Source: an optimization exercise on an open RTL-to-GDS flow (aim: a short achievable clock period and few clock cycles per item). Production flows keep margins and buffers that such runs may drop.
RTL that was checked went through simulation tests only; none was proved equivalent to the original.
The RTL of runs 2 to 4 was laid out without a check of its function.
Power and IR drop assume default switching activity.

**design/flow/config.mk**
```make
export PLATFORM = sky130hd
export DESIGN_NAME = consolls_core
export DESIGN_NICKNAME = consolls_core
export VERILOG_FILES = /design/flow/design.v
export SDC_FILE = /design/flow/constraint.sdc
export NUM_CORES = 4
export LEC_CHECK = 0
export CAP_MARGIN = 20
export CORE_MARGIN = 2
export CORE_UTILIZATION = 40
export SLEW_MARGIN = 20
```
**design/flow/constraint.sdc**
```tcl
create_clock -name core_clock -period 28.0 [get_ports {clk}]
set_input_delay 5.6000 -clock core_clock [delete_from_list [all_inputs] [get_ports {clk}]]
set_output_delay 5.6000 -clock core_clock [all_outputs]
set_load 0.01 [all_outputs]
```
**design/flow/design.v**
```verilog
module consolls_core (
    input  wire        clk,
    input  wire        rst,
    input  wire        step_valid,
    output wire        step_ready,
    output wire        done,
    output reg         halted,
    output reg  [2:0]  cause,
    output reg  [15:0] fault_ip,
    output reg  [15:0] info,
    output reg  [2:0]  info_n,
    output reg         mem_req,
    output reg         mem_we,
    output reg  [15:0] mem_addr,
    output reg  [7:0]  mem_wdata,
    input  wire        mem_ready,
    input  wire [7:0]  mem_rdata
);
    localparam [2:0] C_NONE  = 3'd0,
                     C_OOB   = 3'd1,
                     C_INVOP = 3'd2,
                     C_DIV0  = 3'd3,
                     C_SHIFT = 3'd4;
    localparam integer J_R0  = 0,  J_R1  = 1,  J_T   = 2,
                       J_F1L = 3,  J_F1H = 4,  J_F2L = 5,  J_F2H = 6,
                       J_F3L = 7,  J_F3H = 8,
                       J_XL  = 9,  J_XH  = 10, J_YL  = 11, J_YH  = 12,
                       J_PL  = 13, J_PH  = 14,
                       J_WIL = 15, J_WIH = 16, J_WRL = 17, J_WRH = 18;
    localparam integer NJ = 19;
    reg st_idle, st_run, st_done;
    reg clr;               
    assign step_ready = st_idle;
    assign done       = st_done;
    reg [NJ-1:0] iss;      
    reg [14:0]   vld;      
    reg [NJ-1:0] rone;     
    reg [14:0]   pone;     
    reg          pfwd;     
    reg          psel;     
    reg [15:0] ip;
    reg [7:0]  tag;
    reg [15:0] f1, f2, f3;
    reg [15:0] x, y, p;
    reg [15:0] fa;         
    reg clsv;
    reg d_bad, d_wide, d_w3, d_w5, d_w7;
    reg d_bin, d_add, d_sub, d_mul, d_div, d_and, d_or, d_xor;
    reg d_not, d_lsh, d_rsh, d_jumpv, d_jump, d_cjump, d_cmp, d_setv;
    reg d_copy, d_get, d_set, d_nop;
    reg [2:0] d_width;
    wire [7:0] tb = mem_rdata;
    always @(posedge clk) begin
        if (pone[J_T]) begin
            d_bad   <= !((tb >= 8'h01) && (tb <= 8'h20));
            d_wide  <= (tb >= 8'h08 && tb <= 8'h0E) || tb == 8'h15 || tb == 8'h17 ||
                       tb == 8'h19 || tb == 8'h1B || tb == 8'h1D || tb == 8'h1F;
            d_bin   <= (tb >= 8'h01) && (tb <= 8'h0E);
            d_add   <= tb == 8'h01 || tb == 8'h08;
            d_sub   <= tb == 8'h02 || tb == 8'h09;
            d_mul   <= tb == 8'h03 || tb == 8'h0A;
            d_div   <= tb == 8'h04 || tb == 8'h0B;
            d_and   <= tb == 8'h05 || tb == 8'h0C;
            d_or    <= tb == 8'h06 || tb == 8'h0D;
            d_xor   <= tb == 8'h07 || tb == 8'h0E;
            d_not   <= tb == 8'h0F;
            d_lsh   <= tb == 8'h10;
            d_rsh   <= tb == 8'h11;
            d_jumpv <= tb == 8'h12;
            d_jump  <= tb == 8'h13;
            d_cjump <= tb == 8'h14 || tb == 8'h15;
            d_cmp   <= tb == 8'h16 || tb == 8'h17;
            d_setv  <= tb == 8'h18 || tb == 8'h19;
            d_copy  <= tb == 8'h1A || tb == 8'h1B;
            d_get   <= tb == 8'h1C || tb == 8'h1D;
            d_set   <= tb == 8'h1E || tb == 8'h1F;
            d_nop   <= tb == 8'h20;
            d_w3    <= (tb >= 8'h01) && (tb <= 8'h1F);
            d_w5    <= (tb >= 8'h01) && (tb <= 8'h1F) && tb != 8'h12 && tb != 8'h13;
            d_w7    <= ((tb >= 8'h01) && (tb <= 8'h0E)) || tb == 8'h10 || tb == 8'h11 ||
                       (tb >= 8'h14 && tb <= 8'h17);
            case (tb)
                8'h20:                         d_width <= 3'd1;
                8'h12, 8'h13:                  d_width <= 3'd3;
                8'h0F, 8'h18, 8'h19, 8'h1A,
                8'h1B, 8'h1C, 8'h1D, 8'h1E,
                8'h1F:                         d_width <= 3'd5;
                default:                       d_width <= 3'd7;
            endcase
        end
    end
    wire [2:0] nbytes = d_wide ? 3'd2 : 3'd1;
    wire [15:0] nip = ip + {13'd0, d_width};
    reg        ip_o3, ip_o5, ip_o7;       
    always @(posedge clk) begin
        ip_o3 <= ({1'b0, ip} + 17'd3) > 17'h04000;
        ip_o5 <= ({1'b0, ip} + 17'd5) > 17'h04000;
        ip_o7 <= ({1'b0, ip} + 17'd7) > 17'h04000;
    end
    wire ipv  = vld[J_R0] & vld[J_R1];
    wire fv1  = vld[J_F1L] & vld[J_F1H];
    wire fv2  = vld[J_F2L] & vld[J_F2H];
    wire fv3  = vld[J_F3L] & vld[J_F3H];
    wire pv   = vld[J_PL] & vld[J_PH];
    function oob;
        input [15:0] a;
        input        two;
        begin
            oob = (a[15:14] != 2'b00) || (two && a[13:0] == 14'h3FFF);
        end
    endfunction
    wire go = clsv & ~d_bad;
    wire use_x  = go & (d_bin | d_cmp | d_not | d_lsh | d_rsh | d_jump |
                        d_cjump | d_copy | d_get | d_set);
    wire use_x2 = use_x & (d_wide | d_jump);
    wire use_y  = go & (d_bin | d_cmp | d_cjump);
    wire use_y2 = use_y & d_wide;
    wire use_p  = go & (d_get | d_set);
    wire xall = vld[J_XL] & (vld[J_XH] | ~use_x2);
    wire yall = vld[J_YL] & (vld[J_YH] | ~use_y2);
    wire [15:0] xbase = d_get ? p : f1;
    wire [15:0] pbase = d_get ? f1 : f2;
    wire        xbv   = d_get ? pv : fv1;
    wire        pbv   = d_get ? fv1 : fv2;
    wire [15:0] fa1    = fa + 16'd1;
    wire        fa1_in = (fa[15:14] == 2'b00) && (fa[13:0] != 14'h3FFF);
    wire [15:0] ma1    = mem_addr + 16'd1;
    wire        ma1_in = (mem_addr[15:14] == 2'b00) && (mem_addr[13:0] != 14'h3FFF);
    reg hnext;             
    reg [NJ-1:0] hjob;     
    wire t_direct = pone[J_R1];
    wire dx_direct = ((d_get & pone[J_PH]) | (d_jump & pone[J_F1H])) & use_x & ~iss[J_XL];
    wire dp_direct = ((d_get & pone[J_F1H]) | (d_set & pone[J_F2H])) & use_p & ~iss[J_PL];
    reg [14:0] need;
    reg [14:0] rdy;
    always @(*) begin
        need = 15'd0;
        rdy  = 15'd0;
        need[J_R0]  = 1'b1;               rdy[J_R0]  = 1'b1;
        need[J_R1]  = 1'b1;               rdy[J_R1]  = 1'b1;
        need[J_T]   = 1'b1;               rdy[J_T]   = ipv;
        need[J_F1L] = ~clsv | (~d_bad & d_w3);
        need[J_F1H] = ~clsv | (~d_bad & d_w3);
        need[J_F2L] = go & d_w5;
        need[J_F2H] = go & d_w5;
        need[J_F3L] = go & d_w7;
        need[J_F3H] = go & d_w7;
        rdy[J_F1L]  = ipv & fa1_in;
        rdy[J_F1H]  = ipv & fa1_in;
        rdy[J_F2L]  = ipv & fa1_in;
        rdy[J_F2H]  = ipv & fa1_in;
        rdy[J_F3L]  = ipv & fa1_in;
        rdy[J_F3H]  = ipv & fa1_in;
        need[J_XL]  = use_x;              rdy[J_XL]  = xbv & (xbase[15:14] == 2'b00);
        need[J_XH]  = use_x2;             rdy[J_XH]  = 1'b0;    
        need[J_YL]  = use_y;              rdy[J_YL]  = fv2 & (f2[15:14] == 2'b00);
        need[J_YH]  = use_y2;             rdy[J_YH]  = 1'b0;
        need[J_PL]  = use_p;              rdy[J_PL]  = pbv & (pbase[15:14] == 2'b00);
        need[J_PH]  = use_p;              rdy[J_PH]  = 1'b0;
    end
    wire reads_issued = ~|(need & ~iss[14:0]);
    wire o1_1 = oob(f1, 1'b0), o1_2 = oob(f1, 1'b1), o1_n = oob(f1, d_wide);
    wire o2_1 = oob(f2, 1'b0), o2_2 = oob(f2, 1'b1), o2_n = oob(f2, d_wide);
    wire o3_1 = oob(f3, 1'b0),                       o3_n = oob(f3, d_wide);
    wire op_n = oob(p, d_wide);
    reg        c_en  [0:3];
    reg        c_v   [0:3];
    reg        c_f   [0:3];
    reg [2:0]  c_c   [0:3];
    reg [15:0] c_i   [0:3];
    reg [2:0]  c_n   [0:3];
    task setchk;
        input integer k;
        input         v;
        input         f;
        input [15:0]  a;
        input [2:0]   n;
        begin
            c_en[k] = 1'b1;
            c_v[k]  = v;
            c_f[k]  = f;
            c_c[k]  = C_OOB;
            c_i[k]  = a;
            c_n[k]  = n;
        end
    endtask
    integer k;
    always @(*) begin
        for (k = 0; k < 4; k = k + 1) begin
            c_en[k] = 1'b0; c_v[k] = 1'b0; c_f[k] = 1'b0;
            c_c[k] = C_NONE; c_i[k] = 16'd0; c_n[k] = 3'd0;
        end
        if (d_bin || d_cmp) begin
            setchk(0, fv1, o1_n, f1, nbytes);
            setchk(1, fv2, o2_n, f2, nbytes);
            setchk(2, fv3, o3_n, f3, nbytes);
            c_en[3] = d_div; c_v[3] = yall; c_f[3] = (y == 16'd0);
            c_c[3]  = C_DIV0;
        end else if (d_not) begin
            setchk(0, fv1, o1_1, f1, 3'd1);
            setchk(1, fv2, o2_1, f2, 3'd1);
        end else if (d_lsh || d_rsh) begin
            setchk(0, fv1, o1_1, f1, 3'd1);
            setchk(1, fv3, o3_1, f3, 3'd1);
            c_en[2] = 1'b1; c_v[2] = fv2; c_f[2] = (f2 > 16'd8);
            c_c[2]  = C_SHIFT; c_i[2] = f2;
        end else if (d_jump) begin
            setchk(0, fv1, o1_2, f1, 3'd2);
        end else if (d_cjump || d_copy) begin
            setchk(0, fv1, o1_n, f1, nbytes);
            setchk(1, fv2, o2_n, f2, nbytes);
        end else if (d_setv) begin
            setchk(0, fv1, o1_n, f1, nbytes);
        end else if (d_get) begin
            setchk(0, fv1, o1_2, f1, 3'd2);
            setchk(1, pv,  op_n, p,  nbytes);
            setchk(2, fv2, o2_n, f2, nbytes);
        end else if (d_set) begin
            setchk(0, fv1, o1_n, f1, nbytes);
            setchk(1, fv2, o2_2, f2, 3'd2);
            setchk(2, pv,  op_n, p,  nbytes);
        end
    end
    wire ip_oob    = ip[15:14] != 2'b00;
    wire fetch_oob = (d_w7 & ip_o7) | (d_w5 & ~d_w7 & ip_o5) | (d_w3 & ~d_w5 & ip_o3);
    reg        dec_ok, dec_fail;
    reg [2:0]  d_cause;
    reg [15:0] d_info;
    reg [2:0]  d_n;
    reg        stop;
    always @(*) begin
        dec_ok = 1'b0; dec_fail = 1'b0;
        d_cause = C_NONE; d_info = 16'd0; d_n = 3'd0;
        stop = 1'b0;
        if (!ipv) begin
            stop = 1'b1;
        end else if (ip_oob) begin
            dec_fail = 1'b1; d_cause = C_OOB; d_info = ip; d_n = 3'd1;
        end else if (!clsv) begin
            stop = 1'b1;
        end else if (d_bad) begin
            dec_fail = 1'b1; d_cause = C_INVOP; d_info = {8'd0, tag};
        end else if (fetch_oob) begin
            dec_fail = 1'b1; d_cause = C_OOB; d_info = ip + 16'd1;
            d_n = d_width - 3'd1;
        end else begin
            for (k = 0; k < 4; k = k + 1) begin
                if (!stop && !dec_fail && c_en[k]) begin
                    if (!c_v[k])
                        stop = 1'b1;
                    else if (c_f[k]) begin
                        dec_fail = 1'b1; d_cause = c_c[k];
                        d_info = c_i[k]; d_n = c_n[k];
                    end
                end
            end
            dec_ok = !stop && !dec_fail;
        end
    end
    reg        dv_busy, dv_done;
    reg [3:0]  dv_cnt;
    reg [15:0] dv_q;       
    reg [15:0] dv_r;       
    reg [17:0] dv_d3;      
    wire [17:0] dv_R  = {dv_r, dv_q[15:14]};
    wire [18:0] dv_t1 = {1'b0, dv_R} - {3'b0, y};
    wire [18:0] dv_t2 = {1'b0, dv_R} - {2'b0, y, 1'b0};
    wire [18:0] dv_t3 = {1'b0, dv_R} - {1'b0, dv_d3};
    reg  [1:0]  dv_qd;
    reg  [15:0] dr_n;
    always @(*) begin
        if (!dv_t3[18])      begin dv_qd = 2'd3; dr_n = dv_t3[15:0]; end
        else if (!dv_t2[18]) begin dv_qd = 2'd2; dr_n = dv_t2[15:0]; end
        else if (!dv_t1[18]) begin dv_qd = 2'd1; dr_n = dv_t1[15:0]; end
        else                 begin dv_qd = 2'd0; dr_n = dv_R[15:0];  end
    end
    wire [15:0] dq_n = {dv_q[13:0], dv_qd};
    reg [15:0] prod;
    reg        prodv;
    always @(posedge clk) begin
        prod  <= x * y;
        prodv <= xall & yall & ~clr;
    end
    wire [15:0] shl = x << f2[3:0];
    wire [15:0] shr = x >> f2[3:0];
    wire        x_lt_y = x < y;
    wire        x_eq_y = x == y;
    reg [15:0] res;
    always @(*) begin
        res = x;                             
        if (d_add)   res = x + y;
        if (d_sub)   res = x - y;
        if (d_mul)   res = prod;
        if (d_div)   res = dv_q;
        if (d_and)   res = x & y;
        if (d_or)    res = x | y;
        if (d_xor)   res = x ^ y;
        if (d_not)   res = ~x;
        if (d_lsh)   res = shl;
        if (d_rsh)   res = shr;
        if (d_cmp)   res = x_lt_y ? 16'hFFFF : (x_eq_y ? 16'h0000 : 16'h0001);
        if (d_setv)  res = f2;
    end
    wire dst_en = d_bin | d_cmp | d_not | d_lsh | d_rsh | d_setv | d_copy |
                  d_get | d_set;
    wire [15:0] dst = (d_not | d_copy | d_get) ? f2 :
                      d_setv ? f1 :
                      d_set  ? p  : f3;
    wire res_lo_rdy = d_div ? dv_done :
                      d_mul ? prodv :
                      d_cmp ? (xall & yall) :
                      d_bin ? (vld[J_XL] & vld[J_YL]) :
                      d_setv ? vld[J_F2L] :
                      vld[J_XL];
    wire res_hi_rdy = d_div ? dv_done :
                      d_mul ? prodv :
                      d_setv ? vld[J_F2H] :
                      (xall & (yall | ~use_y));
    reg [15:0] newip;
    reg        nl_known, nh_known;
    always @(*) begin
        newip = nip;
        nl_known = 1'b1;
        nh_known = 1'b1;
        if (d_jumpv) begin
            newip = f1;
            nl_known = vld[J_F1L];
            nh_known = fv1;
        end else if (d_jump) begin
            newip = x;
            nl_known = vld[J_XL];
            nh_known = xall;
        end else if (d_cjump) begin
            if (x_eq_y) newip = f3;
            nl_known = xall & yall & fv3;
            nh_known = xall & yall & fv3;
        end
    end
    reg         nx_req, nx_we, nx_fin, nx_wait;
    reg  [NJ-1:0] nx;      
    reg         found;
    integer j, jj;
    always @(*) begin
        nx_req = 1'b0; nx_we = 1'b0; nx_fin = 1'b0; nx_wait = 1'b0;
        nx = {NJ{1'b0}};
        found = 1'b0;
        if (hnext && hjob[J_WRH] && !res_hi_rdy) begin
            found = 1'b1;
            nx_wait = 1'b1;
        end else if (hnext) begin
            found = 1'b1;
            nx = hjob;
            nx_we = hjob[J_WRH];
            nx_req = hjob[J_WRH] | ma1_in;
        end else if (dx_direct) begin
            found = 1'b1; nx[J_XL] = 1'b1; nx_req = 1'b1;
        end else if (dp_direct) begin
            found = 1'b1; nx[J_PL] = 1'b1; nx_req = 1'b1;
        end else begin
            for (j = 0; j < 15; j = j + 1) begin
                jj = (j < 9) ? j : (j < 11) ? j + 4 : j - 2;
                if (!found && need[jj] && !iss[jj] && rdy[jj]) begin
                    found = 1'b1;
                    nx[jj] = 1'b1;
                    nx_req = 1'b1;
                end
            end
        end
        if (!found && reads_issued && dec_ok) begin
            nx_we = 1'b1;
            if (!iss[J_WIL] && !(nl_known && newip[7:0] == ip[7:0])) begin
                if (nl_known) begin
                    found = 1'b1; nx[J_WIL] = 1'b1; nx_req = 1'b1;
                end
            end else if (!iss[J_WIH] && !(nh_known && newip[15:8] == ip[15:8])) begin
                if (nh_known) begin
                    found = 1'b1; nx[J_WIH] = 1'b1; nx_req = 1'b1;
                end
            end else if (dst_en && !iss[J_WRL]) begin
                if (res_lo_rdy) begin
                    found = 1'b1; nx[J_WRL] = 1'b1; nx_req = 1'b1;
                end
            end else if (!(dst_en && d_wide && !iss[J_WRH]))
                nx_fin = 1'b1;
        end
    end
    wire nx_l = nx[J_XL] | nx[J_YL] | nx[J_PL];
    wire nx_h = nx[J_XH] | nx[J_YH] | nx[J_PH] | nx[J_WRH];
    wire nx_f = nx[J_F1L] | nx[J_F1H] | nx[J_F2L] | nx[J_F2H] | nx[J_F3L] | nx[J_F3H];
    reg [15:0] nx_addr;
    always @(*) begin
        nx_addr = 16'd0;                      
        if (nx[J_R1] | nx[J_WIH]) nx_addr = 16'd1;
        if (nx[J_T])              nx_addr = ip;
        if (nx_f)                 nx_addr = fa1;
        if (nx_h)                 nx_addr = ma1;
        if (nx[J_XL])             nx_addr = xbase;
        if (nx[J_YL])             nx_addr = f2;
        if (nx[J_PL])             nx_addr = pbase;
        if (nx[J_WRL])            nx_addr = dst;
    end
    wire [7:0] nx_wdata = nx[J_WIL] ? newip[7:0] :
                          nx[J_WIH] ? newip[15:8] :
                          nx[J_WRL] ? res[7:0] : res[15:8];
    wire r_eff = rone[J_XL] | rone[J_XH] | rone[J_YL] | rone[J_YH] |
                 rone[J_PL] | rone[J_PH];
    wire rd_direct = t_direct | (!hnext & (dx_direct | dp_direct));
    wire [7:0] rd_lo = t_direct ? ip[7:0] :
                       dx_direct ? (d_get ? p[7:0] : f1[7:0]) :
                                   (d_get ? f1[7:0] : f2[7:0]);
    wire nx_hn = (nx[J_XL] & use_x2) | (nx[J_YL] & use_y2) | nx[J_PL] |
                 (nx[J_WRL] & d_wide);
    wire [NJ-1:0] nx_hjob = {nx[J_WRL], 3'b000, nx[J_PL], 1'b0, nx[J_YL], 1'b0,
                             nx[J_XL], 10'd0};
    wire [7:0] rbyte = pfwd ? (psel ? nip[15:8] : nip[7:0]) : mem_rdata;
    wire slot = !mem_req || mem_ready;
    always @(posedge clk) begin
        if (rst) begin
            st_idle  <= 1'b1;
            st_run   <= 1'b0;
            st_done  <= 1'b0;
            clr      <= 1'b1;
            halted   <= 1'b0;
            cause    <= C_NONE;
            fault_ip <= 16'd0;
            info     <= 16'd0;
            info_n   <= 3'd0;
            mem_req  <= 1'b0;
        end else if (st_idle) begin
            mem_req <= step_valid & ~halted;
            if (step_valid) begin
                st_idle <= 1'b0;
                st_done <= halted;
                st_run  <= ~halted;
                clr     <= halted;
            end
        end else if (st_done) begin
            st_done <= 1'b0;
            st_idle <= 1'b1;
        end else if (dec_fail) begin
            halted   <= 1'b1;
            cause    <= d_cause;
            fault_ip <= ip;
            info     <= d_info;
            info_n   <= d_n;
            mem_req  <= 1'b0;
            st_run   <= 1'b0;
            st_done  <= 1'b1;
            clr      <= 1'b1;
        end else if (slot) begin
            if (nx_fin) begin
                mem_req <= 1'b0;
                st_run  <= 1'b0;
                st_done <= 1'b1;
                clr     <= 1'b1;
            end else if (rd_direct)
                mem_req <= (rbyte[7:6] == 2'b00);
            else if (nx_wait)
                mem_req <= 1'b0;
            else
                mem_req <= nx_req;
        end
    end
    always @(posedge clk) begin
        pone <= (mem_req & mem_ready & ~mem_we) ? rone[14:0] : 15'd0;
        pfwd <= r_eff & (mem_addr[15:1] == 15'd0);
        psel <= mem_addr[0];
        if (clr) begin
            mem_we   <= 1'b0;
            mem_addr <= 16'd0;
            rone     <= 19'd1;
            hnext    <= 1'b0;
            iss      <= 19'd1;
            vld      <= 15'd0;
            x        <= 16'd0;
            y        <= 16'd0;
            p        <= 16'd0;
            clsv     <= 1'b0;
            dv_busy  <= 1'b0;
            dv_done  <= 1'b0;
        end else begin
            clsv <= vld[J_T] | pone[J_T];
            if (slot && !nx_wait) begin
                mem_we    <= nx_we;
                mem_addr  <= rd_direct ? {rbyte, rd_lo} : nx_addr;
                mem_wdata <= nx_wdata;
                rone      <= t_direct ? (19'd1 << J_T) : nx;
                hnext     <= nx_hn & ~t_direct;
                hjob      <= nx_hjob;
                iss       <= iss | (t_direct ? (19'd1 << J_T) : nx);
                if (t_direct)
                    fa <= {mem_rdata, ip[7:0]};
                else if (nx[J_T] | nx_f)
                    fa <= nx_addr;
            end
            for (k = 0; k < 15; k = k + 1)
                if (pone[k]) vld[k] <= 1'b1;
            if (pone[J_R0])  ip[7:0]  <= rbyte;
            if (pone[J_R1])  ip[15:8] <= rbyte;
            if (pone[J_T])   tag      <= rbyte;
            if (pone[J_F1L]) f1[7:0]  <= rbyte;
            if (pone[J_F1H]) f1[15:8] <= rbyte;
            if (pone[J_F2L]) f2[7:0]  <= rbyte;
            if (pone[J_F2H]) f2[15:8] <= rbyte;
            if (pone[J_F3L]) f3[7:0]  <= rbyte;
            if (pone[J_F3H]) f3[15:8] <= rbyte;
            if (pone[J_XL])  x[7:0]   <= rbyte;
            if (pone[J_XH])  x[15:8]  <= rbyte;
            if (pone[J_YL])  y[7:0]   <= rbyte;
            if (pone[J_YH])  y[15:8]  <= rbyte;
            if (pone[J_PL])  p[7:0]   <= rbyte;
            if (pone[J_PH])  p[15:8]  <= rbyte;
            if (st_run && d_div && clsv && xall && yall && !dv_busy && !dv_done &&
                y != 16'd0) begin
                dv_busy <= 1'b1;
                dv_cnt  <= d_wide ? 4'd8 : 4'd4;
                dv_q    <= d_wide ? x : {x[7:0], 8'd0};
                dv_r    <= 16'd0;
                dv_d3   <= {2'b0, y} + {1'b0, y, 1'b0};
            end else if (dv_busy) begin
                dv_q   <= dq_n;
                dv_r   <= dr_n;
                dv_cnt <= dv_cnt - 4'd1;
                if (dv_cnt == 4'd1) begin
                    dv_busy <= 1'b0;
                    dv_done <= 1'b1;
                end
            end
        end
    end
endmodule
```
**design/flow/flow/run.sh**
```bash
#!/bin/bash
set -euo pipefail
bash standard.sh SETUP_SLACK_MARGIN=21 finish > standard_flow.log 2>&1
```
**design/flow/standard.sh**
```bash
#!/bin/bash
# synth_recipe.tcl (not shown) runs the flow's synth.tcl, then flattens the netlist and writes it again
# the make line also repeats each setting of config.mk as NAME=value (left out here)
make -C /OpenROAD-flow-scripts/flow DESIGN_CONFIG=/design/flow/config.mk WORK_HOME=/design/flow/orfs CLKGATE_MAP_FILE= SYNTH_SCRIPT=/design/flow/synth_recipe.tcl "${@:-finish}"
```
==> flow_summary.toml, run 1 <==
[status]
status = "no timing/DRC/antenna violations"

[worst_setup_path]
worstSetupPathDepth = 1
crit_slowest_cell = "dfxtp_4"
slowest_delay_ns = 0.43
worst_r2r_startpoint = "y[10]"
crit_path_end_kind = "output port"
crit_arrival_ns = 1.39
critPathLaunch = "st_done"
reg2reg_to = "mem_addr[4]"
r2r_cells = 14
startpoint_type = "register"
crit_end = "done"
worst-setup-path-type = "reg -> out"
path_delay_family = "flip-flops"
worst_ep_required_time_ns = 22.40
path_cells = "dlygate4sd2_1"
path_max_fanout = 6
rrSetupSlack_ns = 21.38
path_buf_inv = 1

[synth]
syn_avg_cell_area_um2 = 8.11
synth_cell_type_count = 100
ys.flop_type = "dfxtp_1"
synth_edf_count = 180
synthTopCellsByArea = "edfxtp_1 (17%), dfxtp_1 (12%), ha_1 (7.1%)"
synthArstFlopShare_pct = 0
ys_ff_latch = 379
ys.warnings.count = 7
synth_top_area_share_pct = 16.8
netlist_area_um2 = 32200
yosysTopAreaCell = "edfxtp_1"
synth_seq_area_share_pct = 29.1
syn_inst = 3975
synth_fp_nets = 4256

[route]
dr.pass1.iters = 8
avgRoutedWirePerCell_um = 28.2
post-route-drc-count = 0
vias = 32600
drt_iter0_drc = 4297
drt-vias-per-instance = 6.48
final_antenna_net_count = 0
drt_wl_total_mm = 142

[global_route]
grt_max_degree = 79
grt-busiest-layer = "met2"
met1_usage_pct = 44.9
met3_usage_pct = 12.4
track_usage_pct = 33.5
grt_pass1_wl_mm = 207
overflow = 0
antenna_found_initial = 4
grt_util_met2_pct = 48.1
first_global_vias = 30600

[floorplan]
dieArea_um2 = 82900
start_util_pct = 40.2
pin_count = 79
die_width_um = 288
rows = 104
fp.coreArea_um2 = 80200
die_h_um = 288

[clocking]
clkSinkCount = 379
cts_tree = "done"
insertion_delay_ns = 0.64
cts_buffer_depth = 3
numCtsBuffers = 45
clk_pin_slew_ns = 0.06
hold_buffers = 0
root_buffer = "clkbuf_16"
h-tree-depth = 2

[placement]
portBuffers = 78
place_area_um2 = 34200
place_congestion = 1.06
place_ws_ns = 19.62
dp_hpwl_mm = 105

[finish]
largest_register_ffs = 19
top_register = "iss"
fill_cells = 8018
drive_gt1_share_pct = 8.22
multiInputGateArea_um2 = 20900
top_regs = "iss (19), dv_d3 (18)"
finalInstanceArea_um2 = 35900
layout_commonest_cell = "nor2_1"
final_cell_mix = "nor2_1 (532), nand2_1 (314), a21oi_1 (279)"
seq_area_um2 = 9440
syn_to_final_growth_pct = 11.2
final_nets = 4211

[sta]
finalMaxSlewViolations = 0
fmax_ghz = 0.143
hold_slack_ns = 0.435
setup_viol = 0
slew_headroom_pct = 24.1
period_share_pct = 25.0
hold_violations = 0
min_period_ns = 6.99
fin_ws_ns = 21.01
worstMarginPinSlew_ns = 1.13
clock_skew_ns = 0.0571
rsz0062_at_grt = "yes"
fin_setup_tns_ns = 0

[pwr]
ir_drop_uv = 43.5
p_leak_nw = 13.5
total_power_mw = 1.27
power.density_nw_per_um2 = 35.4

[flow_run]
drv_cap = 0

[hold_path]
min_path_type = "reg -> reg"
worst min-delay path by stage:
stage / slack [ns] / depth (start not counted) / from / endpoint
2_1_floorplan: 0.42 / 2 / iss[10] / iss[10]
3_3_place_gp: 0.43 / 2 / rone[3] / rone[3]
3_5_place_dp: 0.44 / 1 / rone[8] / pone[8]
4_1_cts: 0.44 / 0 / mem_addr[0] / psel
5_1_grt: 0.45 / 0 / mem_addr[0] / psel
6_report: 0.44 / 1 / rone[7] / pone[7]
cell usage after synthesis, types with 19 or more instances:
| cell | n |
|---|---|
| o211ai_1 | 27 |
| clkbuf_1 | 243 |
| nor2_1 | 537 |
| fa_1 | 87 |
| xnor2_1 | 113 |
| o31ai_1 | 20 |
| nor2b_1 | 45 |
| edfxtp_1 | 180 |
| or3_1 | 35 |
| a21o_1 | 23 |
| nand2b_1 | 38 |
| a211oi_1 | 113 |
| a22oi_1 | 25 |
| ha_1 | 182 |
| nor3b_1 | 20 |
| a2111oi_0 | 21 |
| o21ai_0 | 212 |
| o21a_1 | 19 |
| and3_1 | 26 |
| nand4_1 | 44 |
| nor4_1 | 41 |
| nand3_1 | 73 |
| a31oi_1 | 51 |
| nand2_1 | 315 |
| a21oi_1 | 282 |
| dfxtp_1 | 199 |
| nor3_1 | 120 |
| o22ai_1 | 34 |
| buf_1 | 24 |
| inv_1 | 253 |
| xor2_1 | 40 |
| mux2i_1 | 101 |
| and2_1 | 29 |
| or2_2 | 22 |
| a221oi_1 | 52 |
cell families after synthesis:
group                    after synthesis  share of synthesized area (%)
multiplexers                         129                           4.72
adder cells (fa/ha/maj)              269                           12.5
AO/OA/AOI/OAI                       1103                           22.8
flip-flops                           379                           29.1
AND/OR/NAND/NOR                     1390                           20.1
XOR/XNOR                             153                           4.16
buffers and inverters                552                           6.59
power breakdown:
| part | switching [mW] | internal (mW) | total [mW] |
|---|---|---|---|
| Combinational | 0.0370 | 0.0144 | 0.0514 |
| Clock | 0.266 | 0.363 | 0.628 |
| Sequential | 0.00924 | 0.581 | 0.591 |
| Total | 0.312 | 0.959 | 1.27 |
repair_timing:
action | in CTS | in global routing
pin swaps | 1 | 0
setup buffers | 1 | 0
gates resized for setup | 115 | 17
endpoints found under the setup margin | 174 | 80
gates cloned | 0 | 0
final cells by class:
class	instances	area share, %
multi-input cells	3044	58.3
flip-flops and latches	379	26.3
repair buffers	193	4.44
clock buffers	63	3.70
well taps	1060	3.70
inverters	267	2.81
clock inverters	20	0.698
diodes	1	0.00698
per-layer routing:
layer / up-vias / wire [um] / part of all wire, %
met5: - / 108 / 0.076
met4: 4 / 6720 / 4.7
met3: 411 / 20500 / 14
met2: 2235 / 58500 / 41
met1: 15600 / 56000 / 39
li1: 14300 / - / -
per-stage QoR:
step / cells / util, %
3_5_place_dp: 4941 / 42.6
5_1_grt: 5026 / 44.7
3_3_place_gp: 4939 / 42.6
6_report: 5027 / 44.7
2_1_floorplan: 3975 / -
4_1_cts: 5025 / 44.6
Testbench counts, summed over its fixed seeds: cycles 177,255, steps 9,600.
==> run 2: changes to the inputs <==
--- a/design/flow/design.v
+++ b/design/flow/design.v
@@ -140,3 +140,3 @@
         need[J_R1]  = 1'b1;               rdy[J_R1]  = 1'b1;
-        need[J_T]   = 1'b1;               rdy[J_T]   = ipv;
+        need[J_T]   = 1'b1;               rdy[J_T]   = ipv & (ip[15:14] == 2'b00);
         need[J_F1L] = ~clsv | (~d_bad & d_w3);
@@ -470,2 +470,3 @@
             mem_addr <= 16'd0;
+            mem_wdata <= 8'd0;
             rone     <= 19'd1;
==> design/flow/flow/run.sh (replaced) <==
#!/bin/bash
set -euo pipefail
bash standard.sh SETUP_SLACK_MARGIN=23 finish > standard_flow.log 2>&1
--- a/design/flow/config.mk
+++ b/design/flow/config.mk
@@ -9,3 +9,3 @@
 export CORE_MARGIN = 2
-export CORE_UTILIZATION = 40
+export CORE_UTILIZATION = 52
 export SLEW_MARGIN = 20
==> run 2 against run 1 <==
Synthesized cell count rose by 1.4%; via count rose by 13%; non-clock buffer count is 270 higher; global-route usage up 16 points; clock power fell by 5.1%; critical path depth stayed put; fmax increased by 3.4%; clock skew is 0.021 ns lower.
==> flow_summary.toml, run 2 <==
[clocking]
cts_buffer_depth = 3
h-tree-depth = 2
clk_pin_slew_ns = 0.06
cts_tree = "done"
root_buffer = "clkbuf_16"
insertion_delay_ns = 0.63
hold_buffers = 0
numCtsBuffers = 44
clkSinkCount = 379

[synth]
synth_fp_nets = 4310
synth_seq_area_share_pct = 28.7
synth_cell_type_count = 102
synth_top_area_share_pct = 15.9
synth_edf_count = 172
synthTopCellsByArea = "edfxtp_1 (16%), dfxtp_1 (13%), ha_1 (7.0%)"
syn_avg_cell_area_um2 = 8.05
netlist_area_um2 = 32400
yosysTopAreaCell = "edfxtp_1"
synthArstFlopShare_pct = 0
synthTopCellsByCount = "nor2_1 (507), nand2_1 (354), a21oi_1 (278)"
syn_inst = 4029
synth_most_common_cell = "nor2_1"
ys_ff_latch = 379
ys.warnings.count = 7
ys.flop_type = "dfxtp_1"

[status]
status = "no timing/DRC/antenna violations"

[route]
route.met3.wl_mm = 30.0
met2_wirelength_mm = 66.0
drt_wl_total_mm = 168
avgRoutedWirePerCell_um = 32.8
wl_met1_mm = 60.4
drt_iter0_drc = 5917
final_antenna_net_count = 0
vias = 36900
dr.pass1.iters = 10
post-route-drc-count = 0
drt-vias-per-instance = 7.21
top_layer_used = "met5"

[placement]
place_congestion = 1.09
portBuffers = 78
place_area_um2 = 34500
dp_hpwl_mm = 110

[pwr]
p_leak_nw = 15.5
power.density_nw_per_um2 = 31.3
ir_drop_uv = 45.1

[sta]
hold_violations = 0
min_period_ns = 6.76
slew_headroom_pct = 17.0
rsz0062_at_grt = "yes"
worstMarginPinSlew_ns = 1.24
fin_setup_tns_ns = 0
period_share_pct = 24.1
fmax_ghz = 0.148
setup_viol = 0
finalMaxSlewViolations = 0
clock_skew_ns = 0.0365

[worst_setup_path]
path_cells = "buf_6"
path_max_fanout = 2
crit_arrival_ns = 1.16
path_delay_family = "flip-flops"
crit_path_end_kind = "output port"
worst_ep_required_time_ns = 22.40
path_buf_inv = 1
worst-setup-path-type = "reg -> out"
slowest_delay_ns = 0.42
startpoint_type = "register"
crit_slowest_cell = "dfxtp_4"

[floorplan]
fp.coreArea_um2 = 61700
start_util_pct = 52.6
dieArea_um2 = 64400
die_width_um = 254
die_h_um = 254
rows = 91
pin_count = 79

[finish]
top_register = "iss"
largest_register_ffs = 19
drive_gt1_share_pct = 24.6
finalInstanceArea_um2 = 41200
layout_commonest_cell = "nor2_1"
top_regs = "iss (19), dv_d3 (18)"
syn_to_final_growth_pct = 27.1
final_cell_mix = "nor2_1 (465), nand2_1 (332), buf_4 (244)"
fin_util_pct = 66.8
final_nets = 4530

[global_route]
grt_max_degree = 58
antenna_found_initial = 5
overflow = 0
grt_pass1_wl_mm = 232
first_global_vias = 34200
track_usage_pct = 49.1

[flow_run]
drv_cap = 0

[hold_path]
min_path_type = "reg -> reg"
## run 2: cell count changes after synthesis, moves of 13 or more
| cell | delta |
|---|---|
| nand2_1 | +39 |
| nor2_1 | -30 |
| mux2i_1 | -23 |
| xnor2_1 | -22 |
| nor3_1 | +19 |
| a22oi_1 | +18 |
| buf_2 | +18 |
| clkbuf_1 | -14 |
| inv_1 | +13 |
| nand3_1 | -13 |
| xor2_1 | +13 |
## run 2: layout make-up
type / instances / area [um2]
inverter: 273 / 1190
tap: 837 / 1050
timing repair inverter: 3 / 21.3
antenna: 4 / 10.0
clock inverter: 13 / 166
timing repair buffer: 463 / 5040
fill: 4682 / 20500
multi-input combinational: 3085 / 23000
sequential: 379 / 9510
clock buffer: 68 / 1250
## run 2: layer usage
layer  GRT usage, %  up-vias
met5          0.232        -
li1               -    15100
met1           62.4    17500
met2           67.3     3517
met3           25.2      818
met4           25.8        4
## run 2: cell families (layout without fill, tap and decap cells)
logic type | count (synthesis) | in the layout | synth area share (%)
mux | 109 | 109 | 4.05
xor+xnor | 144 | 144 | 3.89
simple gates | 1406 | 1408 | 20.4
buf+inv | 569 | 820 | 6.82
fa+ha+maj | 269 | 269 | 12.4
compound gates | 1153 | 1155 | 23.7
flops | 379 | 379 | 28.7
other cells | 0 | 4 | 0
## run 2: worst paths after layout
path	from	end	slack, ns	depth (start not counted)
setup / recovery	mem_addr[9]	mem_addr[9]	21.24	1
hold / removal	info_n[2]	info_n[2]	0.47	2
setup reg to reg	d_copy	info[8]	22.62	14
hold reg to reg	info_n[2]	info_n[2]	0.47	2
## run 2: power breakdown
part | internal [mW] | switching (mW)
logic | 0.0479 | 0.0626
registers | 0.577 | 0.00790
clock network | 0.329 | 0.266
## run 2: tightest hold or removal path, cell delays in order (launching register included)
cell	delay [ns]
dfxtp_2	0.32
nand2_1	0.07
a21oi_2	0.04
## run 2: through the flow
| step | power (mW) | setup slack, ns | hold WS [ns] | cells |
|---|---|---|---|---|
| after floorplan | 0.630 | 21.33 | 0.403 | 4029 |
| after global placement | 0.648 | 19.93 | 0.437 | 4757 |
| after detailed placement | 0.650 | 19.78 | 0.448 | 4757 |
| after CTS | 1.27 | 21.24 | 0.464 | 5046 |
| after global routing | 1.31 | 21.24 | 0.492 | 5121 |
| final | 1.29 | 21.24 | 0.471 | 5125 |
## run 2: repair_timing
item	CTS	global route
pin swaps	111	92
gates cloned	22	3
gates resized for setup	827	204
setup endpoints to repair	377	371
setup buffers	186	70
==> run 3: changes to the inputs <==
--- a/design/flow/design.v
+++ b/design/flow/design.v
@@ -140,3 +140,3 @@
         need[J_R1]  = 1'b1;               rdy[J_R1]  = 1'b1;
-        need[J_T]   = 1'b1;               rdy[J_T]   = ipv & (ip[15:14] == 2'b00);
+        need[J_T]   = 1'b1;               rdy[J_T]   = ipv;
         need[J_F1L] = ~clsv | (~d_bad & d_w3);
@@ -260,19 +260,23 @@
     reg        dv_busy, dv_done;
-    reg [3:0]  dv_cnt;
+    reg [2:0]  dv_cnt;
     reg [15:0] dv_q;       
     reg [15:0] dv_r;       
-    reg [17:0] dv_d3;      
-    wire [17:0] dv_R  = {dv_r, dv_q[15:14]};
-    wire [18:0] dv_t1 = {1'b0, dv_R} - {3'b0, y};
-    wire [18:0] dv_t2 = {1'b0, dv_R} - {2'b0, y, 1'b0};
-    wire [18:0] dv_t3 = {1'b0, dv_R} - {1'b0, dv_d3};
-    reg  [1:0]  dv_qd;
+    reg [19:0] dv_m [1:15];
+    wire [19:0] dv_R = {dv_r, dv_q[15:12]};
+    reg  [3:0]  dv_qd;
     reg  [15:0] dr_n;
+    reg  [20:0] dv_t;
+    integer m;
     always @(*) begin
-        if (!dv_t3[18])      begin dv_qd = 2'd3; dr_n = dv_t3[15:0]; end
-        else if (!dv_t2[18]) begin dv_qd = 2'd2; dr_n = dv_t2[15:0]; end
-        else if (!dv_t1[18]) begin dv_qd = 2'd1; dr_n = dv_t1[15:0]; end
-        else                 begin dv_qd = 2'd0; dr_n = dv_R[15:0];  end
+        dv_qd = 4'd0;
+        dr_n  = dv_R[15:0];
+        for (m = 1; m < 16; m = m + 1) begin
+            dv_t = {1'b0, dv_R} - {1'b0, dv_m[m]};
+            if (!dv_t[20]) begin
+                dv_qd = m[3:0];
+                dr_n  = dv_t[15:0];
+            end
+        end
     end
-    wire [15:0] dq_n = {dv_q[13:0], dv_qd};
+    wire [15:0] dq_n = {dv_q[11:0], dv_qd};
     reg [15:0] prod;
@@ -516,6 +520,7 @@
                 dv_busy <= 1'b1;
-                dv_cnt  <= d_wide ? 4'd8 : 4'd4;
+                dv_cnt  <= d_wide ? 3'd4 : 3'd2;
                 dv_q    <= d_wide ? x : {x[7:0], 8'd0};
                 dv_r    <= 16'd0;
-                dv_d3   <= {2'b0, y} + {1'b0, y, 1'b0};
+                for (m = 1; m < 16; m = m + 1)
+                    dv_m[m] <= y * m[3:0];
             end else if (dv_busy) begin
@@ -523,4 +528,4 @@
                 dv_r   <= dr_n;
-                dv_cnt <= dv_cnt - 4'd1;
-                if (dv_cnt == 4'd1) begin
+                dv_cnt <= dv_cnt - 3'd1;
+                if (dv_cnt == 3'd1) begin
                     dv_busy <= 1'b0;
--- a/design/flow/config.mk
+++ b/design/flow/config.mk
@@ -9,3 +9,3 @@
 export CORE_MARGIN = 2
-export CORE_UTILIZATION = 52
+export CORE_UTILIZATION = 65
 export SLEW_MARGIN = 20
==> run 3 against run 2 <==
The run now fails in global routing; synthesized area increased by 57%; synthesized cell count is 53% higher.
==> flow_summary.toml, run 3 <==
[synth]
syn_avg_cell_area_um2 = 8.27
ys.flop_type = "edfxtp_1"
synthArstFlopShare_pct = 0
synth_seq_area_share_pct = 25.1
synth_cell_type_count = 97
synth_fp_nets = 6848
yosysTopAreaCell = "edfxtp_1"
synthTopCellsByArea = "edfxtp_1 (17%), ha_1 (12%), dfxtp_1 (8.1%)"
synth_edf_count = 288
syn_inst = 6167
netlist_area_um2 = 51000
synth_top_area_share_pct = 17.0
synthTopCellsByCount = "nor2_1 (570), inv_1 (550), nand2_1 (527)"
synth_most_common_cell = "nor2_1"
ys.warnings.count = 8
ys_ff_latch = 495

[floorplan]
die_h_um = 284
pin_count = 79
die_width_um = 284
rows = 102
start_util_pct = 65.7

[placement]
place_ws_ns = 20.00
dp_hpwl_mm = 172
dp.cells = 7095
place_area_um2 = 53700
portBuffers = 78
place_congestion = 1.11

[status]
error = "[ERROR GRT-0232] Routing congestion too high. Check the congestion heatmap in the GUI."
status = "stopped before the end"
haltStage = "global routing"

[clocking]
numCtsBuffers = 57
clkSinkCount = 495
h-tree-depth = 2
cts_buffer_depth = 3
hold_buffers = 0
root_buffer = "clkbuf_16"

[global_route]
overflow = 144
track_usage_pct = 76.3
grt_max_degree = 74

[sta]
worstEndpointType = "top-level output"
worst_endpoint = "mem_addr[9]"
-- run 3: how the worst max path moves through the flow --
stage,to,slack (ns),depth (start not counted)
CTS,mem_wdata[0],21.25,1
detailed placement,fa[4],20.00,5
global placement,fa[3],20.04,5
floorplan,fa[0],21.26,4
-- run 3: timing repair --
| item | 4_1_cts |
|---|---|
| pin swaps | 144 |
| endpoints found under the setup margin | 403 |
| gates cloned | 18 |
| resized for setup | 860 |
| hold endpoints to repair | 0 |
| setup buffers | 231 |
-- run 3: cell families after synthesis --
group | count (synthesis) | synth area share [%]
and+or+nand+nor | 1816 | 16.6
xor gates and xnor gates | 348 | 5.98
buffers and inverters | 882 | 6.60
muxes | 109 | 2.41
DFF | 495 | 25.1
AOI/OAI and AO/OA | 1848 | 24.5
adders and majority gates | 669 | 18.8
-- run 3: per-layer routing --
layer | GRT overflow | global-route usage [%]
met1 | 14 | 79.5
met2 | 60 | 89.1
met3 | 10 | 63.8
met4 | 60 | 67.3
met5 | 0 | 48.0
-- run 3: power groups by stage --
stage | clock [mW] | combinational, mW | sequential, mW
after floorplan | 0 | 0.0336 | 0.783
after global placement | 0 | 0.0446 | 0.789
after detailed placement | 0 | 0.0455 | 0.789
after CTS | 0.837 | 0.0831 | 0.771
==> run 4: changes to the inputs <==
--- a/design/flow/config.mk
+++ b/design/flow/config.mk
@@ -9,3 +9,3 @@
 export CORE_MARGIN = 2
-export CORE_UTILIZATION = 65
+export CORE_UTILIZATION = 40
 export SLEW_MARGIN = 20
==> run 4 against run 3 <==
Now clean on timing, DRC and antenna; synthesized area is the same; synthesized cell count unchanged.
==> flow_summary.toml, run 4 <==
[clocking]
cts_buffer_depth = 3
insertion_delay_ns = 0.69
clkSinkCount = 495
h-tree-depth = 3
root_buffer = "clkbuf_16"
hold_buffers = 0
cts_tree = "done"
clk_pin_slew_ns = 0.06
numCtsBuffers = 66

[floorplan]
pin_count = 79
die_width_um = 361
rows = 131
start_util_pct = 40.1
dieArea_um2 = 130000
fp.coreArea_um2 = 127000
die_h_um = 361

[sta]
fin_ws_ns = 21.17
period_share_pct = 24.4
setup_viol = 0
min_period_ns = 6.83
clock_skew_ns = 0.0309
slew_headroom_pct = 15.3
worstMarginPinSlew_ns = 1.26
rsz0062_at_grt = "yes"
fmax_ghz = 0.146
finalMaxSlewViolations = 0
hold_violations = 0
fin_setup_tns_ns = 0

[global_route]
antenna_found_initial = 14
grt_max_degree = 70
overflow = 0
track_usage_pct = 36.5
first_global_vias = 50500
grt_pass1_wl_mm = 350

[pwr]
power.density_nw_per_um2 = 28.5
ir_drop_uv = 41.6
p_leak_nw = 26.4

[finish]
final_nets = 7121
fin_util_pct = 49.2
syn_to_final_growth_pct = 22.6
drive_gt1_share_pct = 18.7
final_cell_mix = "nor2_1 (536), inv_1 (507), nand2_1 (497)"
largest_register_ffs = 135
layout_commonest_cell = "nor2_1"
top_register = "dv_m"
seq_area_um2 = 13000
top_regs = "dv_m (135), iss (19)"
fill_cells = 12000
multiInputGateArea_um2 = 37100

[worst_setup_path]
reg2reg_to = "mem_wdata[4]"
startpoint_type = "register"
r2r_cells = 15
path_buf_inv = 1
path_max_fanout = 2
worst_ep_required_time_ns = 22.40
crit_arrival_ns = 1.23
path_delay_family = "flip-flops"
worst_r2r_startpoint = "y[7]"
slowest_delay_ns = 0.41
rrSetupSlack_ns = 22.52
path_cells = "buf_6"
worst-setup-path-type = "reg -> out"
crit_slowest_cell = "dfxtp_4"
crit_path_end_kind = "output port"

[placement]
place_congestion = 1.04
portBuffers = 78
place_ws_ns = 19.96
dp_hpwl_mm = 175

[synth]
ys.warnings.count = 8
synth_most_common_cell = "nor2_1"
syn_avg_cell_area_um2 = 8.27
synthTopCellsByArea = "edfxtp_1 (17%), ha_1 (12%), dfxtp_1 (8.1%)"
synth_seq_area_share_pct = 25.1
synth_fp_nets = 6848
netlist_area_um2 = 51000
syn_inst = 6167
synthTopCellsByCount = "nor2_1 (570), inv_1 (550), nand2_1 (527)"
synth_top_area_share_pct = 17.0
synth_edf_count = 288
synthArstFlopShare_pct = 0
yosysTopAreaCell = "edfxtp_1"
synth_cell_type_count = 97
ys_ff_latch = 495
ys.flop_type = "edfxtp_1"

[route]
dr.pass1.iters = 9
final_antenna_net_count = 0
drt-vias-per-instance = 6.51
vias = 53100
drt_iter0_drc = 6670
post-route-drc-count = 0
drt_wl_total_mm = 248
avgRoutedWirePerCell_um = 30.3

[flow_run]
drv_cap = 0

[hold_path]
holdPathEnd = "vld[2]"
holdPathStages = 2
hp-start = "vld[2]"
min_path_type = "reg -> reg"

[status]
status = "no timing/DRC/antenna violations"
## run 4: cell counts after synthesis
Identical to the previous run, type by type.
## run 4: final cells by class
| class | instances | area share, % |
|---|---|---|
| multi-input combinational | 4796 | 59.3 |
| clock buffer | 91 | 2.99 |
| inverter | 562 | 3.77 |
| timing repair inverter | 5 | 0.0721 |
| timing repair buffer | 514 | 9.01 |
| antenna | 3 | 0.0120 |
| tap | 1662 | 3.33 |
| clock inverter | 30 | 0.663 |
| sequential | 495 | 20.8 |
## run 4: through the flow
| stage | instances | hold WS, ns | total power, mW | area (um2) |
|---|---|---|---|---|
| 6_report | 8158 | 0.453 | 1.78 | 62500 |
| 5_1_grt | 8155 | 0.480 | 1.82 | 62500 |
| 4_1_cts | 8096 | 0.455 | 1.77 | 61200 |
| 3_5_place_dp | 7734 | 0.420 | 0.836 | 54600 |
| 3_3_place_gp | 7734 | 0.417 | 0.836 | 54600 |
| 2_1_floorplan | 6167 | 0.403 | 0.817 | 52200 |
## run 4: worst max path at each step
| stage | start | end | slack [ns] | depth (start not counted) |
|---|---|---|---|---|
| CTS | mem_req | mem_req | 21.14 | 1 |
| floorplan | mem_ready | fa[0] | 21.26 | 4 |
| detailed placement | mem_ready | fa[2] | 19.96 | 5 |
| global route | mem_req | mem_req | 21.14 | 1 |
| finish | mem_req | mem_req | 21.17 | 1 |
| global placement | mem_ready | fa[4] | 19.99 | 5 |
## run 4: layer usage
| metal | wire, um | global-route usage [%] |
|---|---|---|
| met1 | 93000 | 44.6 |
| met2 | 108000 | 57.1 |
| met3 | 25700 | 8.31 |
| met4 | 20900 | 25.2 |
| met5 | 57 | 0 |
## run 4: cell families (layout without fill, tap and decap cells)
family	after synthesis	after routing	synth area share, %
AO/OA/AOI/OAI	1848	1848	24.5
flip-flops	495	495	25.1
AND/OR/NAND/NOR	1816	1822	16.6
other	0	3	0
XOR/XNOR	348	348	5.98
adder cells (fa/ha/maj)	669	669	18.8
multiplexers	109	109	2.41
buffers and inverters	882	1202	6.60
## run 4: where the power goes
| group | leakage [nW] | switching, mW | internal (mW) | total (mW) |
|---|---|---|---|---|
| Combinational | 21.3 | 0.0577 | 0.0451 | 0.103 |
| Clock | 1.10 | 0.386 | 0.522 | 0.908 |
| Sequential | 4.05 | 0.00777 | 0.764 | 0.772 |
## run 4: timing repair
| item | CTS | global route |
|---|---|---|
| pin swaps | 109 | 72 |
| gates cloned | 22 | 4 |
| endpoints found under the hold margin | 0 | 0 |
| setup endpoints to repair | 405 | 392 |
| resized for setup | 867 | 173 |
| buffers inserted | 219 | 55 |
## run 4: worst reg2reg max path: cells and delay by family (launching register included)
kind                     cells  cell delay [ns]
flip-flops                   1             0.40
AO/OA/AOI/OAI               10             3.46
buffers and inverters        3             0.83
XOR/XNOR                     1             0.12
adder cells (fa/ha/maj)      1             0.51
==> run 5: changes to the inputs <==
--- a/design/flow/design.v
+++ b/design/flow/design.v
@@ -140,3 +140,3 @@
         need[J_R1]  = 1'b1;               rdy[J_R1]  = 1'b1;
-        need[J_T]   = 1'b1;               rdy[J_T]   = ipv;
+        need[J_T]   = 1'b1;               rdy[J_T]   = ipv & (ip[15:14] == 2'b00);
         need[J_F1L] = ~clsv | (~d_bad & d_w3);
--- a/design/flow/config.mk
+++ b/design/flow/config.mk
@@ -9,3 +9,3 @@
 export CORE_MARGIN = 2
-export CORE_UTILIZATION = 40
+export CORE_UTILIZATION = 52
 export SLEW_MARGIN = 20
==> run 5 against run 4 <==
Global-route usage is 11 points higher; non-clock buffer count is 34 higher; combinational power hardly changed; clock power is 2% lower; register-to-register slack worse by 0.03 ns; routed wire length is 0.15% higher; die area is 23% lower; critical path type unchanged; total power is 0.73% lower; largest cell class unchanged; flip-flop and latch count stayed put.
==> flow_summary.toml, run 5 <==
[sta]
period_share_pct = 24.4
rsz0062_at_grt = "yes"
fin_setup_tns_ns = 0
hold_violations = 0
clock_skew_ns = 0.0879
slew_headroom_pct = 11.6
fmax_ghz = 0.146
finalMaxSlewViolations = 0
worstMarginPinSlew_ns = 1.31
hold_slack_ns = 0.468
setup_viol = 0
fin_ws_ns = 21.17
min_period_ns = 6.83

[synth]
synth-compound-area-share_pct = 23.9
synth_most_common_cell = "nor2_1"
synthTopCellsByArea = "edfxtp_1 (17%), ha_1 (12%), dfxtp_1 (8.2%)"
synth_simple_gate_area_share_pct = 16.7
synth_fp_nets = 6844
yosysTopAreaCell = "edfxtp_1"
muxShareOfSynthArea_pct = 2.47
synthArstFlopShare_pct = 0
synthTopCellsByCount = "nor2_1 (592), inv_1 (557), a21oi_1 (514)"
synth_cell_type_count = 106
yosys.area_share.xor_xnor_pct = 5.95
syn_avg_cell_area_um2 = 8.22
synth_top_family_by_area = "compound AO/OA/AOI/OAI gates"
synth_seq_area_share_pct = 25.3
synth_top_area_share_pct = 17.1
synth_fa_ha_area_share_pct = 19.0
netlist_area_um2 = 50700
ys_ff_latch = 495
ys.warnings.count = 8
ys.flop_type = "edfxtp_1"
synth_edf_count = 288
syn_inst = 6163

[route]
final_antenna_net_count = 0
drt_wl_total_mm = 248
drt_iter0_drc = 8795
dr.pass1.iters = 7
avgRoutedWirePerCell_um = 31.9
drt-vias-per-instance = 6.93
post-route-drc-count = 0
vias = 54000

[worst_setup_path]
rrSetupSlack_ns = 22.49
path_max_fanout = 2
critPathLaunch = "mem_wdata[7]"
worst_r2r_startpoint = "d_wide"
startpoint_type = "register"
path_delay_family = "flip-flops"
path_cells = "buf_6"
path_buf_inv = 1
slowest_delay_ns = 0.41
worstSetupPathDepth = 1
crit_arrival_ns = 1.23
r2r_cells = 15
worst_ep_required_time_ns = 22.40
reg2reg_to = "mem_wdata[0]"
crit_path_end_kind = "output port"
worst-setup-path-type = "reg -> out"
crit_end = "mem_wdata[7]"
crit_slowest_cell = "dfxtp_4"

[floorplan]
rows = 114
die_width_um = 316
pin_count = 79
die_h_um = 316
fp.coreArea_um2 = 96600
start_util_pct = 52.5
dieArea_um2 = 99900

[global_route]
grt_pass1_wl_mm = 343
grt_max_degree = 69
first_global_vias = 49300
track_usage_pct = 47.3
overflow = 0
antenna_found_initial = 12

[clocking]
clk_pin_slew_ns = 0.06
h-tree-depth = 2
cts_buffer_depth = 3
insertion_delay_ns = 0.74
numCtsBuffers = 60
root_buffer = "clkbuf_16"
cts_tree = "done"
clkSinkCount = 495

[pwr]
p_int_mw = 1.32
ir_drop_uv = 61.5
switching_power_mw = 0.447
netSwitchingFraction_pct = 25.2
power_frac_seq_pct = 43.5
power.density_nw_per_um2 = 28.5
p_comb_share_pct = 6.0
p_clk_share_pct = 50.5
p_leak_nw = 25.3

[hold_path]
min_path_type = "reg -> reg"

[finish]
top_register = "dv_m"
final_cells = 7783
syn_to_final_growth_pct = 22.5
drive_gt1_share_pct = 19.4
final_nets = 7129
layout_commonest_cell = "nor2_1"
largest_register_ffs = 135
top_regs = "dv_m (135), iss (19)"
final_cell_mix = "nor2_1 (539), inv_1 (518), ha_1 (469)"

[placement]
dp_hpwl_mm = 175
portBuffers = 78
dp.cells = 7339
place_congestion = 1.06
place_ws_ns = 19.72

[status]
status = "no timing/DRC/antenna violations"

[flow_run]
drv_cap = 0
## run 5: layer usage
layer | wire (um) | global-route usage [%] | part of all wire, % | vias up
li1 | - | - | - | 22800
met2 | 96500 | 64.8 | 39 | 4235
met1 | 95700 | 63.6 | 39 | 25900
met5 | 521 | 0 | 0.21 | -
met3 | 40600 | 21.5 | 16 | 979
met4 | 14600 | 20.2 | 5.9 | 16
## run 5: power groups by stage
stage | Sequential, mW | Combinational [mW] | Clock, mW
final | 0.770 | 0.106 | 0.894
after global routing | 0.770 | 0.106 | 0.912
after CTS | 0.769 | 0.0870 | 0.884
after detailed placement | 0.786 | 0.0488 | 0
after global placement | 0.786 | 0.0484 | 0
after floorplan | 0.783 | 0.0339 | 0
## run 5: kinds of logic (layout without fill, tap and decap cells)
logic type      after synthesis  in the layout
mux                         116            116
flops                       495            495
buf+inv                     891           1227
simple gates               1794           1794
other cells                   0              7
xor+xnor                    344            344
fa+ha+maj                   669            669
compound gates             1854           1855
## run 5: worst min-delay path by stage
| stage | from | endpoint | slack [ns] | cells after the start |
|---|---|---|---|---|
| after floorplan | mem_addr[0] | psel | 0.40 | 0 |
| after global placement | mem_addr[0] | psel | 0.43 | 0 |
| after detailed placement | mem_addr[0] | psel | 0.43 | 0 |
| after CTS | rone[6] | pone[6] | 0.46 | 1 |
| after global routing | info_n[2] | info_n[2] | 0.48 | 2 |
| final | rone[7] | pone[7] | 0.47 | 1 |
## run 5: worst register-to-register path, stage by stage (launching register included)
cell	delay, ns
edfxtp_1	0.37
buf_4	0.53
clkinvlp_4	0.69
or3_1	0.68
o21ai_0	0.47
o21ai_0	0.21
o211ai_2	0.25
or4_4	0.24
o41ai_4	0.06
buf_6	0.16
nor4b_2	0.26
buf_4	0.37
o211ai_1	0.46
o21a_1	0.24
mux2i_1	0.30
a21oi_2	0.09
## run 5: repair_timing
item,in CTS,in global routing
pin swaps,148,103
cloned,20,2
setup endpoints to repair,411,407
resized for setup,843,277
endpoints found under the hold margin,0,0
setup buffers,202,98
hold buffers,0,0
## run 5: final cells by class
| type | instances | area (um2) |
|---|---|---|
| Clock buffer | 71 | 1630 |
| Antenna cell | 7 | 17.5 |
| Clock inverter | 43 | 554 |
| Timing Repair Buffer | 548 | 6020 |
| Tap cell | 1276 | 1600 |
| Multi-Input combinational cell | 4778 | 37000 |
| Inverter | 565 | 2270 |
| Sequential cell | 495 | 13000 |
| Fill cell | 7938 | 34500 |
## run 5: metrics by stage
stage | util (%) | total power [mW] | area, um2
detailed placement | 55.5 | 0.835 | 53600
global route | 64.2 | 1.79 | 62000
finish | 64.3 | 1.77 | 62100
CTS | 62.0 | 1.74 | 59900
floorplan | - | 0.817 | 51700
global placement | 55.5 | 0.835 | 53600
Testbench counts of run 5, summed over its fixed seeds: cycles 176,422, steps 9,600.
==> run 6: changes to the inputs <==
--- a/design/flow/config.mk
+++ b/design/flow/config.mk
@@ -9,3 +9,3 @@
 export CORE_MARGIN = 2
-export CORE_UTILIZATION = 52
+export CORE_UTILIZATION = 40
 export SLEW_MARGIN = 20
==> run 6 against run 5 <==
Still clean; fmax up 1.2%; clock-buffer cell count up 10; core utilization down 15 points; total power up 1.5%; combinational power about the same; global-route usage down 12 points; largest cell class unchanged.
==> flow_summary.toml, run 6 <==
[synth]
ys.flop_type = "edfxtp_1"
synthTopCellsByCount = "nor2_1 (592), inv_1 (557), a21oi_1 (514)"
synth_fp_nets = 6844
synth_edf_count = 288
yosysTopAreaCell = "edfxtp_1"
synth_most_common_cell = "nor2_1"
synth_top_area_share_pct = 17.1
syn_inst = 6163
syn_avg_cell_area_um2 = 8.22
ys.warnings.count = 8
synth_cell_type_count = 106
ys_ff_latch = 495
synthTopCellsByArea = "edfxtp_1 (17%), ha_1 (12%), dfxtp_1 (8.2%)"
synthArstFlopShare_pct = 0
netlist_area_um2 = 50700
synth_seq_area_share_pct = 25.3

[placement]
place_congestion = 1.04
place_ws_ns = 20.04
place_area_um2 = 54100
portBuffers = 78
dp_hpwl_mm = 170
dp.cells = 7713

[route]
avgRoutedWirePerCell_um = 29.4
drt-vias-per-instance = 6.37
drt_iter0_drc = 6480
post-route-drc-count = 0
dr.pass1.iters = 8
drt_wl_total_mm = 240
vias = 51900
final_antenna_net_count = 0

[worst_setup_path]
rrSetupSlack_ns = 22.33
worst_r2r_startpoint = "d_cmp"
path_delay_family = "flip-flops"
path_buf_inv = 1
path_cells = "buf_6"
worst_ep_required_time_ns = 22.40
path_max_fanout = 2
crit_slowest_cell = "dfxtp_4"
reg2reg_to = "info[9]"
r2r_cells = 13
crit_arrival_ns = 1.15
crit_path_end_kind = "output port"
startpoint_type = "register"
worst-setup-path-type = "reg -> out"
slowest_delay_ns = 0.37

[floorplan]
dieArea_um2 = 129000
die_h_um = 360
pin_count = 79
die_width_um = 360
fp.coreArea_um2 = 126000
rows = 130
start_util_pct = 40.3

[sta]
fmax_ghz = 0.148
min_period_ns = 6.75
rsz0062_at_grt = "yes"
period_share_pct = 24.1
slew_headroom_pct = 20.4
worstMarginPinSlew_ns = 1.18
fin_setup_tns_ns = 0
finalMaxSlewViolations = 0
hold_violations = 0
setup_viol = 0
fin_ws_ns = 21.25
clock_skew_ns = 0.0406

[finish]
n_antenna_cell = 0
drive_gt1_share_pct = 18.9
final_cell_mix = "nor2_1 (543), inv_1 (522), ha_1 (480)"
largest_register_ffs = 135
final_cells = 8149
finalInstanceArea_um2 = 62300
syn_to_final_growth_pct = 23.0
top_regs = "dv_m (135), iss (19)"
fill_cells = 11800
final_nets = 7126
layout_commonest_cell = "nor2_1"
top_register = "dv_m"

[pwr]
power.density_nw_per_um2 = 28.8
total_power_mw = 1.80
ir_drop_uv = 42.8
p_leak_nw = 25.3

[clocking]
root_buffer = "clkbuf_16"
numCtsBuffers = 66
cts_buffer_depth = 3
h-tree-depth = 3
clkSinkCount = 495
insertion_delay_ns = 0.67
clk_pin_slew_ns = 0.07
cts_tree = "done"

[global_route]
antenna_found_initial = 10
first_global_vias = 49900
track_usage_pct = 35.6
overflow = 0
grt_pass1_wl_mm = 343
grt_max_degree = 70

[hold_path]
holdPathStages = 2
hp-start = "vld[2]"
holdPathEnd = "clsv"
min_path_type = "reg -> reg"

[status]
status = "no timing/DRC/antenna violations"

[flow_run]
drv_cap = 0
## run 6: cell count changes in the layout (fill, tap and decap cells not counted), moves of 6 or more
| cell | delta |
|---|---|
| diode_2 | -7 |
| ha_1 | +11 |
| clkinvlp_4 | -12 |
| ha_4 | -10 |
| clkinv_2 | -6 |
| clkbuf_16 | +9 |
| buf_4 | -11 |
## run 6: cell families after synthesis
logic type	Yosys count	synth area share, %
compound gates	1854	23.9
xor+xnor	344	5.95
fa+ha+maj	669	19.0
buf+inv	891	6.75
flops	495	25.3
mux	116	2.47
simple gates	1794	16.7
## run 6: tightest hold or removal path, delay by kind of cell (launching register included)
kind / cells / cell delay, ns
and+or+nand+nor: 2 / 0.12
DFF: 1 / 0.30
## run 6: worst max path at each step
stage,from,endpoint,slack [ns],depth (start not counted)
final,mem_wdata[2],mem_wdata[2],21.25,1
after CTS,mem_wdata[7],mem_wdata[7],21.24,1
after floorplan,mem_ready,fa[0],21.01,5
after global routing,mem_addr[11],mem_addr[11],21.23,1
after detailed placement,mem_ready,fa[11],20.04,4
after global placement,mem_ready,fa[11],20.02,4
## run 6: cell type report
| cell class | count | area (um2) | share of cell area, % |
|---|---|---|---|
| Sequential cell | 495 | 13000 | 20.9 |
| Clock inverter | 41 | 460 | 0.739 |
| Multi-Input combinational cell | 4778 | 36700 | 58.8 |
| Clock buffer | 81 | 1840 | 2.96 |
| Timing Repair Buffer | 538 | 5990 | 9.61 |
| Timing Repair inverter | 1 | 11.3 | 0.0181 |
| Inverter | 565 | 2290 | 3.68 |
| Tap cell | 1650 | 2060 | 3.31 |
## run 6: repair_timing
action	CTS	global route
pin swaps	98	118
hold buffers	0	0
buffers inserted	186	104
resized for setup	803	260
endpoints found under the setup margin	408	400
cloned	20	3
## run 6: per-stage QoR
step           hold slack, ns  util (%)
2_1_floorplan           0.397         -
3_3_place_gp            0.434      43.0
5_1_grt                 0.488      49.6
6_report                0.454      49.6
4_1_cts                 0.456      48.1
3_5_place_dp            0.432      43.0
## run 6: routing by layer
layer  GRT usage, %  vias up  share of wire, %
li1               -    22800                 -
met1           43.0    25100                38
met2           56.2     3115                44
met3           9.05      948                10
met4           23.2       10               8.1
met5              0        -             0.024
## run 6: report_power, final
part           switching [mW]  internal [mW]  total, mW
Combinational          0.0571         0.0477      0.105
Clock                   0.383          0.539      0.922
Sequential            0.00528          0.764      0.769

separate check: timing with driven ports:
How much do the figures lean on ideal ports? The routed layouts below were timed once more, with nothing changed but the port constraints.
Step 1 assumes that a clkbuf_16 drives the clock port and a buf_2 every other input.
Step 2 also shifts input and output timing later by t, the mid clock arrival at the registers, as if the neighbouring blocks saw the same clock.
Slacks: no drivers / after step 1 / after step 2; pairs: no drivers / after step 1.
run	t (ns)	slack for setup (ns)	worst slew at a driven data input, ns
run 1	0.684	21.014 / 20.948 / 20.397	0.09
run 2	0.681	21.242 / 21.172 / 20.900	0.17
run 4	0.762	21.173 / 21.092 / 20.951	0.11
run 5	0.777	21.165 / 21.085 / 20.973	0.09
run 6	0.732	21.246 / 21.164 / 20.995	0.08
After both steps every run listed still meets setup and hold. For run 1, which loses most, drivers alone change the setup slack by -0.066 ns; drivers and shift together by -0.617 ns.
